This design comes from an exercise in tuning for small area, a short achievable clock period and few clock cycles per item on the open sky130 flow, not from production work. The RTL was checked by simulation tests, not by an equivalence proof against the original design. Power figures rest on the tool's default switching activity, not on a simulated workload.

Setup of job 101:
==> flow/design.v (excerpt) <==
module emsd_decoder (
    input  wire        clk,
    input  wire        rst,         
    input  wire        wr_en,
    input  wire [3:0]  wr_addr,
    input  wire [31:0] wr_data,
    input  wire [9:0]  width,
    input  wire [7:0]  offset,
    input  wire        start,
    output wire        busy,
    output reg  [2:0]  rcode,
    output reg  [2:0]  pos,
    output reg  [31:0] digits,
    output reg  [15:0] cursor,
    output reg  [9:0]  modw,
    output wire [76:0] codes,       
    output reg         nobar,
    output reg         oob,
    output reg         cfgerr
);
    localparam S_IDLE  = 4'd0,
               S_GWAIT = 4'd1,
               S_GSKIP = 4'd2,
               S_GMEAS = 4'd3,
               S_SETUP = 4'd4,
               S_FAST  = 4'd5,
               S_DRAIN = 4'd6,
               S_SL1   = 4'd7,
               S_SL2   = 4'd8,
               S_SL3   = 4'd9,
               S_VOTE  = 4'd10,
               S_SLN   = 4'd11,
               S_GWAIT1 = 4'd12,
               S_SETUP2 = 4'd13,
               S_SL1B  = 4'd14,
               S_XLATE = 4'd15;
    reg [3:0]   state;
    reg [511:0] sl;
    reg [9:0]   w;         
    reg [7:0]   off;
    reg [66:0]  mods;      
    wire [9:0]  n = modw;
    wire [9:0]  p = cursor[9:0];
    reg  [7:1]  nsel;      
    reg  [5:0]  kn_r;      
    reg [4:0]   g;         
    reg         vb;        
    reg         areg;
    reg [9:0]   dl, ll;    
    reg         busy_r;    
    reg  [3:0]  sn;        
    assign busy = busy_r;
    integer i, q, u, v;
    reg  [31:0] wr_rev;
    integer wi, wj;
    always @(*) for (wj = 0; wj < 32; wj = wj + 1) wr_rev[wj] = wr_data[31 - wj];
    always @(posedge clk)
        for (wi = 0; wi < 16; wi = wi + 1)
            if (wr_en && state == S_IDLE && wr_addr == wi)
                sl[32*wi +: 32] <= wr_rev;
    reg  signed [12:0] xa;           
    reg  [31:0]        sr;           
    reg  [31:0]        vmr;          
    reg  [2:0]         xie;          
    reg  signed [12:0] xn;           
  ...
Size in the first run: roughly 4800 cells after synthesis, roughly 820 flip-flops, ~200 I/O pins, about 50000 sq um of cells after synthesis.
Settings: LEC_CHECK=0, CAP_MARGIN=20, CORE_MARGIN=2, CORE_UTILIZATION=40, SLEW_MARGIN=20; clock period 12.0 ns.
standard.sh (not shown) runs the stock make flow with config.mk's settings and CLKGATE_MAP_FILE= SYNTH_SCRIPT=/design/flow/synth_recipe.tcl, a recipe that flattens the netlist after the stock synthesis.
==> flow/flow/run.sh <==
#!/bin/bash
# The standard ORFS layout (the standard.sh, unchanged synthesis), with
#  - repair_timing asked to keep a larger setup margin, so that the resizer
#    also works on paths that already meet the 12 ns clock;
#  - the port buffers that buffer_ports inserts made plain buf_2 cells
#    (every input and output still gets its buffer);
#  - larger clock-tree sink clusters (fewer leaf buffers).
# The clock, the SDC and every other setting are the standard flow's.  make's full output
# goes to standard.log (ORFS keeps each step's log under orfs/logs).
set -euo pipefail
bash standard.sh SETUP_SLACK_MARGIN=8.0 "BUFFER_PORTS_ARGS=-buffer_cell sky130_fd_sc_hd__buf_2" \
    CTS_CLUSTER_SIZE=30 CTS_CLUSTER_DIAMETER=80 finish > standard.log 2>&1
Job 101 closes out successfully: all stages finished, all timing, DRC and antenna checks passed.
Testbench counts of job 101, summed over its fixed seeds: cycles 5,497, items 192.
Input-level comparison between job 102 and job 101:
-- flow/design.v --
<<< job 101, line 64
    reg  [2:0]         xie;          
    reg  signed [12:0] xn;           
    reg                xs;           
    reg  [4:0]         ph_r;         
    wire [2:0]   ie  = xie;                        
    wire [2:0]   io  = xa[8:6];                    
>>> job 102, line 64
    reg  [2:0]         xie;          
    reg  signed [12:0] xn;           
    wire [2:0]   ie  = xie;                        
    wire [2:0]   io  = xa[8:6];                    
<<< job 101, line 72
    wire [31:0]  raw = eo2[xa[5:0] +: 32];
    wire signed [13:0] lim = $signed({4'd0, w}) - $signed({xa[12], xa});
    wire [12:0]  nxa = -xa;
    wire [5:0]   hi  = (lim >= 14'sd32) ? 6'd32 : (lim[13] ? 6'd0 : lim[5:0]);
    wire [5:0]   lo  = !xa[12] ? 6'd0 : (xa <= -13'sd32 ? 6'd32 : nxa[5:0]);
    reg  [31:0]  vm;
    always @(*) for (u = 0; u < 32; u = u + 1) vm[u] = (u < hi) && (u >= lo);
    always @(posedge clk) begin
        sr  <= raw;
>>> job 102, line 70
    wire [31:0]  raw = eo2[xa[5:0] +: 32];
    wire signed [13:0] lim = $signed({4'd0, w}) - $signed({xa[12], xa});
    wire [5:0]   hi  = (lim >= 14'sd32) ? 6'd32 : (lim[13] ? 6'd0 : lim[5:0]);
    reg  [31:0]  vm;
    always @(*) begin
        for (u = 0; u < 32; u = u + 1) vm[u] = (u < hi);
        vm[0] = (hi != 6'd0) && !xa[12];
    end
    always @(posedge clk) begin
        sr  <= raw;
<<< job 101, line 194
    endfunction
    wire [15:0] geo_i  = geom(i_n);
    wire signed [12:0] xs32 = $signed({{5{i_x[7]}}, i_x}) + 13'sd32 - $signed({5'd0, offset});
    wire        n_fast = (n != 10'd0) && (n <= 10'd7) &&
                         (n == 10'd1 || ({2'd0, off} < n && off <= 8'd3));
    wire [15:0] cur_f  = {{3{xa[12]}}, xa} + {8'd0, off};    
    wire [9:0]  half     = {1'b0, n[9:1]};
>>> job 102, line 193
    endfunction
    wire [15:0] geo_i  = geom(i_n);
    wire        n_fast = (n != 10'd0) && (n <= 10'd7) &&
                         (n == 10'd1 ? ({2'd0, off} <= p) : ({2'd0, off} < n && off <= 8'd3));
    wire [15:0] cur_f  = {{3{xa[12]}}, xa} + {8'd0, off};    
    wire [9:0]  half     = {1'b0, n[9:1]};
<<< job 101, line 210
        case (state)
            S_SETUP:  begin sh_a = 1'b1; sh_b = -$signed({5'd0, off}); end
            S_SETUP2: sh_b = -$signed({8'd0, ph_r});
            S_SLN:    begin sh_a = 1'b1; sh_b = 13'sd0; end
            S_SL1:    begin sh_a = 1'b1; sh_b = $signed({3'd0, n}); end
>>> job 102, line 208
        case (state)
            S_SETUP:  begin sh_a = 1'b1; sh_b = -$signed({5'd0, off}); end
            S_SETUP2: sh_b = -$signed({8'd0, geo_n[4:0]});
            S_SLN:    begin sh_a = 1'b1; sh_b = 13'sd0; end
            S_SL1:    begin sh_a = 1'b1; sh_b = $signed({3'd0, n}); end
<<< job 101, line 224
    wire        s_cfg  = (width == 10'd0) || (width > 10'd512);
    wire        s_fast = (qst == Q_DONE) && ({4'd0, i_pl} <= width) &&
                         (i_n == 3'd1 || ({2'd0, offset} < {7'd0, i_n} && offset <= 8'd3));
    assign codes = {4'd0, mods[2:0],                   
                    mods[9:3],   mods[16:10], mods[23:17], mods[30:24],
>>> job 102, line 222
    wire        s_cfg  = (width == 10'd0) || (width > 10'd512);
    wire        s_fast = (qst == Q_DONE) && ({4'd0, i_pl} <= width) &&
                         (i_n == 3'd1 ? ({2'd0, offset} <= {4'd0, i_pd}) : ({2'd0, offset} < {7'd0, i_n} && offset <= 8'd3));
    assign codes = {4'd0, mods[2:0],                   
                    mods[9:3],   mods[16:10], mods[23:17], mods[30:24],
<<< job 101, line 308
        end else begin
            xn = xa;
            xs = 1'b0;
            sn = state;
            vb <= 1'b0;
>>> job 102, line 306
        end else begin
            xn = xa;
            sn = state;
            vb <= 1'b0;
<<< job 101, line 322
                    end
                    xn    = $signed({{5{i_x[7]}}, i_x}) - $signed({5'd0, offset});
                    xs    = 1'b1;
                    g     <= geo_i[9:5];
                    kn_r  <= geo_i[15:10];
>>> job 102, line 319
                    end
                    xn    = $signed({{5{i_x[7]}}, i_x}) - $signed({5'd0, offset});
                    g     <= geo_i[9:5];
                    kn_r  <= geo_i[15:10];
<<< job 101, line 371
                        g     <= geo_n[9:5];
                        kn_r  <= geo_n[15:10];
                        ph_r  <= geo_n[4:0];
                        nsel  <= onehot(n[2:0]);
                        sn = S_SETUP2;
>>> job 102, line 367
                        g     <= geo_n[9:5];
                        kn_r  <= geo_n[15:10];
                        nsel  <= onehot(n[2:0]);
                        sn = S_SETUP2;
<<< job 101, line 391
                end
                S_DRAIN: begin
                    oob    <= nsel[1] ? ((cur_f > {6'd0, w}) || ({2'd0, off} > p))
                                               : (xa > $signed({3'd0, w}));
                    cursor <= cur_f;
>>> job 102, line 386
                end
                S_DRAIN: begin
                    oob    <= nsel[1] ? (cur_f > {6'd0, w})
                                               : (xa > $signed({3'd0, w}));
                    cursor <= cur_f;
<<< job 101, line 451
            state  <= sn;
            busy_r <= (sn != S_IDLE);
            xie <= xs ? xs32[8:6] : xn[8:6] + {2'd0, xn[5]};
        end
    end
>>> job 102, line 446
            state  <= sn;
            busy_r <= (sn != S_IDLE);
            xie <= xn[8:6] + {2'd0, xn[5]};
        end
    end
[summary]
- Compared with job 101, job 102 improves register-to-register slack.
- Share of the clock period used by the worst path after layout, job 101 and job 102, lower one = job 102.
- Job 102 vs job 101, first-iteration DRC count went down by about 2.7%.
- Fraction of final layout cells sized beyond drive strength 1 ends up lower on job 101.
- Relative to job 101, power spent charging and discharging nets decreased by about 14% in job 102.
- Between job 101 and job 102, post-CTS resize count is lower for job 101, job 102 comes in above that.
- Job 102 and job 101 ended up with roughly the same die span in x.
- Fraction of the mapped netlist area in adder cells | job 102 below job 101
- Clock buffer instance count of the final layout of job 102 exceeds that of job 101 slightly.
Testbench counts of job 102, summed over its fixed seeds: cycles 5,497, items 192.

afterwards: timing with drivers on the ports:
The results above use ideal ports. As a check the final layouts listed here were re-extracted and re-timed, cells and wires unchanged.
Step 1 assumes that a clkbuf_16 drives the clock port and a buf_2 every other input.
Step 2 adds t to the input delays and takes it off the output delays; t is the mean of the earliest and latest rising clock arrival at the registers after step 1. Input paths then give back, and output paths get back, about the clock's delay inside the block.
Slacks: ideal / step 1 / step 2; pairs: ideal / step 1.
run	shift t [ns]	setup slack, ns	clock arrival spread, ns
job 101	0.750	7.681 / 7.681 / 7.073	0.064 / 0.063
job 102	0.768	7.706 / 7.706 / 7.018	0.062 / 0.062
After both steps every run listed still meets setup and hold. The setup slack of job 102, which loses most, moves by 0.000 ns with the drivers and by -0.688 ns with both steps.
